What follows belongs to an exercise in optimizing a design on an open flow for small area, a short achievable clock period and few clock cycles per item; a production flow would make more cautious choices.
Only the layout flow was run in this run; the RTL was not checked for function there.
Power is estimated from default activity; no workload was simulated.

`flow/run.sh`:
```
#!/bin/bash
# synth_recipe.tcl (not shown) runs the flow's synth.tcl, then flattens the netlist and writes it again
# the make line also repeats each setting of config.mk as NAME=value (left out here)
make -C /OpenROAD-flow-scripts/flow DESIGN_CONFIG=/design/flow/config.mk WORK_HOME=/design/flow/orfs CLKGATE_MAP_FILE= SYNTH_SCRIPT=/design/flow/synth_recipe.tcl finish
```
`flow/config.mk`:
```
export PLATFORM = sky130hd
export DESIGN_NAME = ssrb_raster
export DESIGN_NICKNAME = ssrb_raster
export VERILOG_FILES = /design/flow/design.v
export SDC_FILE = /design/flow/constraint.sdc
export NUM_CORES = 8
export LEC_CHECK = 0
export CAP_MARGIN = 20
export CORE_MARGIN = 2
export CORE_UTILIZATION = 45
export SLEW_MARGIN = 20
export SYNTH_MEMORY_MAX_BITS = 16384
```
`flow/constraint.sdc`:
```
create_clock -name core_clock -period 15.0 [get_ports {clk}]
set_input_delay 3.0000 -clock core_clock [delete_from_list [all_inputs] [get_ports {clk}]]
set_output_delay 3.0000 -clock core_clock [all_outputs]
set_load 0.01 [all_outputs]
```
`flow/design.v`:
```
module ssrb_intensity (
    input  wire        clk,
    input  wire        rst,         
    input  wire        ld,          
    input  wire [31:0] din,
    output wire        fin,         
    output wire [7:0]  q
);
    localparam F  = 27;             
    localparam [1:0] S_IDLE = 2'd0, S_DEC = 2'd1, S_SCL = 2'd2, S_SRC = 2'd3;
    localparam [63:0] R0 = 64'h0000008000400000;
    localparam [63:0] R1 = 64'h0000010000200040;
    localparam [63:0] R2 = 64'h00012ddc67a94380;
    localparam [63:0] R3 = 64'h0007d17a9ab4f98f;
    localparam [63:0] R4 = 64'h00111223d42a2848;
    localparam [63:0] R5 = 64'h0017a7d206ff1bdf;
    localparam [63:0] R6 = 64'hffc7b38fd2b609af;
    localparam [63:0] R7 = 64'h0009eabf1f03129f;
    localparam [63:0] R8 = 64'h0039327e1e506a30;
    localparam [63:0] R9 = 64'hff9d7c8fb1c4836c;
    localparam [63:0] R10 = 64'h003061a21b2023ef;
    localparam [63:0] R11 = 64'h006d80e1ef3e1d23;
    localparam [63:0] R12 = 64'hff9259b89111aaeb;
    localparam [63:0] R13 = 64'h006096ca0a8d55e4;
    localparam [63:0] R14 = 64'h0037f4b27184663c;
    localparam [63:0] R15 = 64'hffee8a5585517733;
    localparam [63:0] R16 = 64'h0045578e503ad493;
    localparam [63:0] R17 = 64'h0076fc40fdf70527;
    localparam [63:0] R18 = 64'hff80bb15ef9042fb;
    localparam [63:0] R19 = 64'h0003e480c7160930;
    localparam [63:0] R20 = 64'h000c42e87de685df;
    localparam [63:0] R21 = 64'hff857e5a83530374;
    localparam [63:0] R22 = 64'h000e7e3300dbff18;
    localparam [63:0] R23 = 64'hffcd2b56aa8955b4;
    localparam [63:0] R24 = 64'hff81b39b33126627;
    localparam [63:0] R25 = 64'hffa63c1c3c1c7838;
    localparam [63:0] R26 = 64'hffcfc01fc01f803f;
    localparam [63:0] R27 = 64'hfff7ffe0001fffc0;
    localparam [63:0] R28 = 64'hffffffffffe00000;
    reg  [1:0]   st;
    reg  [7:0]   E;                 
    reg  [F-1:0] P;                 
    reg          bad;               
    reg  [2:0]   d;                 
    reg  [5:0]   t;                 
    wire [5:0]   a = (st == S_DEC) ? (6'd51 + {3'd0, d}) : t;
    reg  [F+1:0] rom;
    always @(*) begin
        rom[0] = R0[a];
        rom[1] = R1[a];
        rom[2] = R2[a];
        rom[3] = R3[a];
        rom[4] = R4[a];
        rom[5] = R5[a];
        rom[6] = R6[a];
        rom[7] = R7[a];
        rom[8] = R8[a];
        rom[9] = R9[a];
        rom[10] = R10[a];
        rom[11] = R11[a];
        rom[12] = R12[a];
        rom[13] = R13[a];
        rom[14] = R14[a];
        rom[15] = R15[a];
        rom[16] = R16[a];
        rom[17] = R17[a];
        rom[18] = R18[a];
        rom[19] = R19[a];
        rom[20] = R20[a];
        rom[21] = R21[a];
        rom[22] = R22[a];
        rom[23] = R23[a];
        rom[24] = R24[a];
        rom[25] = R25[a];
        rom[26] = R26[a];
        rom[27] = R27[a];
        rom[28] = R28[a];
    end
    wire [7:0]   re  = 8'd123 + {6'd0, rom[F+1:F]};
    wire         ge  = ({E, P} >= {re, rom[F-1:0]});
    wire [5:0]   low = t & (~t + 6'd1);
    wire         tk  = ge && (t <= 6'd50);
    wire [5:0]   tn  = (tk ? t : (t & ~low)) | (low >> 1);
    wire [F:0]   X   = {1'b1, P};
    wire [F+1:0] S   = {1'b0, X} + {3'b0, X[F:2]};
    wire         nrm = S[F+1];
    wire [F-1:0] Pn  = nrm ? S[F:1] : S[F-1:0];
    always @(posedge clk) begin
        if (rst)
            st <= S_IDLE;
        else if (ld)
            st <= S_DEC;
        else begin
            case (st)
                S_DEC: begin
                    if (ge) begin
                        if (d == 3'd4) st <= S_IDLE;
                    end else begin
                        st <= (d == 3'd4) ? S_SRC : S_SCL;
                    end
                end
                S_SCL: if (t == 6'd3) st <= S_SRC;
                S_SRC: if (low[0]) st <= S_IDLE;
                default: ;
            endcase
        end
    end
    always @(posedge clk) begin
        if (ld) begin
            E   <= din[30:23];
            P   <= {din[22:0], {(F-23){1'b0}}};
            bad <= din[31] || (din[30:23] == 8'hff && din[22:0] != 23'd0);
            d   <= 3'd0;
        end else begin
            case (st)
                S_DEC: begin
                    if (ge) begin
                        d <= d + 3'd1;
                        E <= E - 8'd3;
                    end else begin
                        t <= (d == 3'd4) ? 6'd32 : {3'd0, d};
                    end
                end
                S_SCL: begin
                    P <= Pn;
                    E <= E + {7'd0, nrm};
                    t <= (t == 6'd3) ? 6'd32 : t + 6'd1;
                end
                S_SRC: t <= tn;
                default: ;
            endcase
        end
    end
    reg  [7:0] base;
    always @(*) begin
        case (d)
            3'd0:    base = 8'd0;
            3'd1:    base = 8'd51;
            3'd2:    base = 8'd102;
            3'd3:    base = 8'd153;
            default: base = 8'd204;
        endcase
    end
    assign fin = (st == S_IDLE);
    assign q   = bad ? 8'd0 : (d == 3'd5) ? 8'd255 : base + {2'd0, t};
endmodule
module ssrb_raster (
    input  wire        clk,
    input  wire        rst,         
    input  wire        sp_valid,
    output wire        sp_ready,
    input  wire [31:0] sp_data,
    output reg         done,
    input  wire [3:0]  rd_col,
    input  wire [2:0]  rd_row,
    output wire [23:0] rd_pix
);
    localparam W   = 16;
    localparam H   = 8;
    localparam NB  = 2049;
    localparam [7:0] HUE = 8'h96;
    assign sp_ready = 1'b1;
    wire take = sp_valid;
    reg  [11:0] bin_cnt;            
    wire        last = (bin_cnt == NB - 1);
    reg         hit;                
    always @(*) begin
        case (bin_cnt)
            12'd0, 12'd53, 12'd114, 12'd183,
            12'd265, 12'd364, 12'd495, 12'd696: hit = 1'b1;
            default: hit = 1'b0;
        endcase
    end
    reg  [2:0]  row;                
    reg  [2:0]  nrow;               
    reg         pend;               
    reg  [3:0]  off;                
    reg  [W-1:0] vld;               
    wire        ld = take && hit;
    wire        fin;
    wire [7:0]  qv;
    ssrb_intensity u_int (.clk(clk), .rst(rst), .ld(ld), .din(sp_data), .fin(fin), .q(qv));
    wire        ins = pend && fin && (off == W - 1);
    always @(posedge clk) begin
        if (rst) begin
            bin_cnt <= 12'd0;
            done    <= 1'b0;
            nrow    <= 3'd0;
            pend    <= 1'b0;
            off     <= 4'd0;
            vld     <= {W{1'b0}};
        end else begin
            done <= 1'b0;
            off  <= off + 4'd1;
            if (take) begin
                if (last) begin
                    bin_cnt <= 12'd0;
                    off     <= off + 4'd2;
                    vld     <= {1'b1, vld[W-1:1]};
                    done    <= 1'b1;
                end else begin
                    bin_cnt <= bin_cnt + 12'd1;
                end
            end
            if (ld) begin
                nrow <= nrow + 3'd1;
                pend <= 1'b1;
            end else if (ins) begin
                pend <= 1'b0;
            end
        end
    end
    always @(posedge clk)
        if (ld)
            row <= nrow;
    reg  [8*W*H-1:0] ring;          
    integer r;
    always @(posedge clk) begin
        for (r = 0; r < H; r = r + 1)
            ring[8*W*r +: 8*W] <= {ring[8*W*r +: 8*(W-1)],
                                   (ins && row == r) ? qv : ring[8*W*r + 8*(W-1) +: 8]};
    end
    wire [3:0]  pos  = rd_col + off;
    wire [8*W-1:0] rsel = ring[8*W*rd_row +: 8*W];
    wire [7:0]  rq = vld[rd_col] ? rsel[8*pos +: 8] : 8'd0;
    reg  [7:0]  rd_q, rd_s;
    always @(posedge clk) begin
        rd_q <= rq;
        rd_s <= ~rq;
    end
    assign rd_pix = {HUE, rd_s, rd_q};
endmodule
```
==> run_results.csv <==
group,metric,value,unit
status,outcome,"finished clean",
power_and_ir_drop,powerDensity,170,nW/um^2
timing,drv_slew,0,
grt,met1_usage,0.261,
critical_path,crit_path_end_kind,"flop",
grt,antenna_found_initial,1,
logic_synthesis,synth-seq-area-share,0.583,
timing,min_period,7.16,ns
power_and_ir_drop,power.leakage,17.0,nW
die,die-area,90000,um^2
logic_synthesis,synth_xor_area_frac,0.0111,
placed_design,place_hpwl,55.9,mm
timing,finalSetupViolCount,0,
power_and_ir_drop,irDropWorstVdd,0.000104,V
power_and_ir_drop,finalPower,7.63,mW
die,die_x,300,um
placed_design,port_buffers,58,
logic_synthesis,synth_async_sr_flop_share,0,
logic_synthesis,syn_inst,2897,
critical_path,r2r-start,"u_int.st[0]$_SDFFE_PP0P_",
die,die_h,300,um
timing,fin_tns_setup,0,ns
timing,rsz0062_at_grt,"no",
clocking,cts_tree,"yes",
clocking,cts.sinks,1127,
grt,overflow,0,
logic_synthesis,synth.distinct_cells,74,
critical_path,worstPathRequired,15.41,ns
min_path,hold_start,"ring[420]$_DFF_P_",
logic_synthesis,synthSimpleGateAreaFrac,0.0547,
logic_synthesis,ys_ff_latch,1127,
drt,drcViolationCount,0,
timing,min_period_over_period,0.477,
timing,skew,0.0465,ns
logic_synthesis,synth_flop_cell,"dfxtp_1",
critical_path,crit_chain,"nor2b_1, mux2_2, buf_4, clkinv_1, buf_4, ha_1, o311ai_0, o21ai_0, ha_1, nand2_1, nor4_1, o221ai_1, nand4_1, a21oi_1, nor3_1, o2111ai_1, a22o_1",
critical_path,critPathMaxFanout,54,
logic_synthesis,synth_top_cell_by_area,"dfxtp_1",
clocking,cts-root-buf,"clkbuf_16",
logic_synthesis,ys_top_cells_by_area,"dfxtp_1, mux4_2, ha_1",
clocking,post_cts_resized,0,
drt,drt_iter0_markers,1464,
run,maxCapViolCount,0,
critical_path,crit_path_max_incr_delay,0.77,ns
drt,wl_per_cell,20.7,um
drt,ant_nets,0,
logic_synthesis,avgSynthCellArea,13.6,um^2
timing,whs,0.311,ns
logic_synthesis,syn_area,39400,um^2
final_layout,area_delta_synth_final,13.8,%
grt,grt_pass1_wl,137,mm
final_layout,nets,3074,
clocking,cts_hold_buf,0,
clocking,post_cts_buffers,0,
drt,routed_wl,86.2,mm
grt,grt_start_max_net_pins,152,
clocking,cts.path.max_buffers,3,
min_path,hp-class,"reg -> reg",
grt,grt_pass1_vias,24000,
die,fp-row-count,108,
grt,busiest_layer,"met2",
critical_path,critical_path_class,"reg -> reg",
clocking,clk_latency,0.70,ns
die,start_util,0.454,
grt,grt.met3_usage,0.0310,
drt,vias_per_cell,5.48,
clocking,ctsHtreeMaxLevel,3,
drt,drtPass1Iterations,6,
logic_synthesis,synth_top_area_share,0.552,
critical_path,critPathLaunchType,"flop",
die,core_area,86800,um^2
timing,maxSlewHeadroom,0.264,
die,io_pins,68,
critical_path,startpoint,"u_int.st[0]$_SDFFE_PP0P_",
logic_synthesis,synth_compound_area_frac,0.0706,
timing,hold_viol,0,
clocking,numCtsBuffers,108,
timing,timing_worst_slew_pin_value,1.10,ns
logic_synthesis,ys_warn_count,2,
final_layout,drive_gt1_frac,0.216,
critical_path,crit_arrival,7.57,ns
critical_path,cp_slowest_cell,"nor3_1",
final_layout,fill_cells,7249,
placed_design,place.gp.congestion,0.900,
logic_synthesis,synth_top_family_by_area,"multiplexers",
logic_synthesis,synth-edff-count,41,
grt,met2_usage,0.319,
drt,route.vias.total,22800,
logic_synthesis,muxShareOfSynthArea,0.219,
grt,grt_usage,0.193,
clocking,clkTransAtPathRegs,0.06,ns
timing,timing.fmax,140,MHz
logic_synthesis,synthAdderAreaFrac,0.0371,
## cell usage in the layout, fill, tap and decap left out, types with 55 or more instances in the layout
cell | netlist | routed
clkdlybuf4s50_1 | 0 | 55
clkbuf_16 | 0 | 108
a21oi_1 | 152 | 152
nand2_1 | 192 | 192
dfxtp_1 | 1086 | 1086
nor2_1 | 142 | 139
o21ai_0 | 103 | 103
mux4_2 | 326 | 326
ha_1 | 112 | 112
mux2_2 | 72 | 72
## worst max-delay path, delay by kind of cell (launching register included)
family,cells,cell delay [ns]
fa+ha+maj,2,0.67
flops,1,0.68
buf+inv,3,1.69
simple gates,5,2.18
compound gates,6,1.34
mux,1,0.29
## path summary, 6_finish.rpt
check        depth (start not counted)  slack, ns                    to
max reg2reg                         17       7.84  u_int.t[1]$_DFFE_PP_
max                                 17       7.84  u_int.t[1]$_DFFE_PP_
min reg2reg                          0       0.31     ring[428]$_DFF_P_
min                                  0       0.31     ring[428]$_DFF_P_
## layer usage
layer	vias up	share of wire
li1	10700	-
met1	11400	0.45
met2	559	0.48
met3	154	0.043
met4	0	0.025
met5	-	0
## cells by family after synthesis
group | count (synthesis)
AO/OA/AOI/OAI | 446
XOR/XNOR | 50
adder cells (fa/ha/maj) | 115
buffers and inverters | 227
flip-flops | 1127
multiplexers | 447
other | 2
AND/OR/NAND/NOR | 483
## area by class of cell
cell class                      instances  area (um^2)  share of cell area
Antenna cell                            1         2.50           0.0000558
Clock buffer                          146         3100              0.0690
Clock inverter                         55          743              0.0166
Inverter                               48          180             0.00402
Multi-Input combinational cell       1550        15600               0.348
Sequential cell                      1127        23000               0.512
Tap cell                             1155         1450              0.0322
Timing Repair Buffer                   82          793              0.0177
## synthesized netlist by cell type (30+ instances only)
cell type     n
xnor2_1      30
mux4_2      326
edfxtp_1     41
nor2_1      142
mux2i_1      49
o21ai_0     103
a21oi_1     152
inv_1        38
clkbuf_1    108
dfxtp_1    1086
nand2_1     192
ha_1        112
mux2_2       72
## through the flow
step                instance area [um^2]  setup slack (ns)   util  instances
global placement                   41000              7.85  0.473       3962
detailed placement                 41000              7.81  0.473       3962
CTS                                44800              7.99  0.517       4163
finish                             44900              7.84  0.517       4164
global route                       44800              7.47  0.517       4163
floorplan                          39400              9.64      -       2904
## flip-flops by register name, indices dropped and copies added (netlist names)
register / count
bin_cnt: 12
done: 1
nrow: 3
off: 4
pend: 1
rd_q: 8
rd_s: 8
ring: 1024
row: 3
u_int.E: 8
u_int.P: 27
u_int.bad: 1
u_int.d: 3
u_int.st: 2
u_int.t: 6
vld: 16
## power breakdown
group	leakage [nW]	internal [mW]	switching (mW)
combinational	6.00	0.597	1.05
sequential	9.15	3.07	0.0689
clock	1.88	1.65	1.19

-- what the ideal ports hide --
Ports are ideal in the flow. The routed layout listed here was re-timed in OpenROAD. Step 1 assumes that a clkbuf_16 drives the clock port and a buf_2 every other input. Step 2, shift: input delay + t, output delay - t, t = (earliest + latest rising clock arrival at the registers) / 2. This alone moves slack from input paths to output paths. Three values: no drivers, after step 1, after step 2; two values: the first two.
t (ns): 0.745
setup slack, ns: 7.839 / 7.839 / 7.839
hold WS [ns]: 0.311 / 0.311 / 0.311
After both steps setup and hold are still met in this run. For this run, drivers alone change the setup slack by 0.000 ns; drivers and shift together by 0.000 ns.
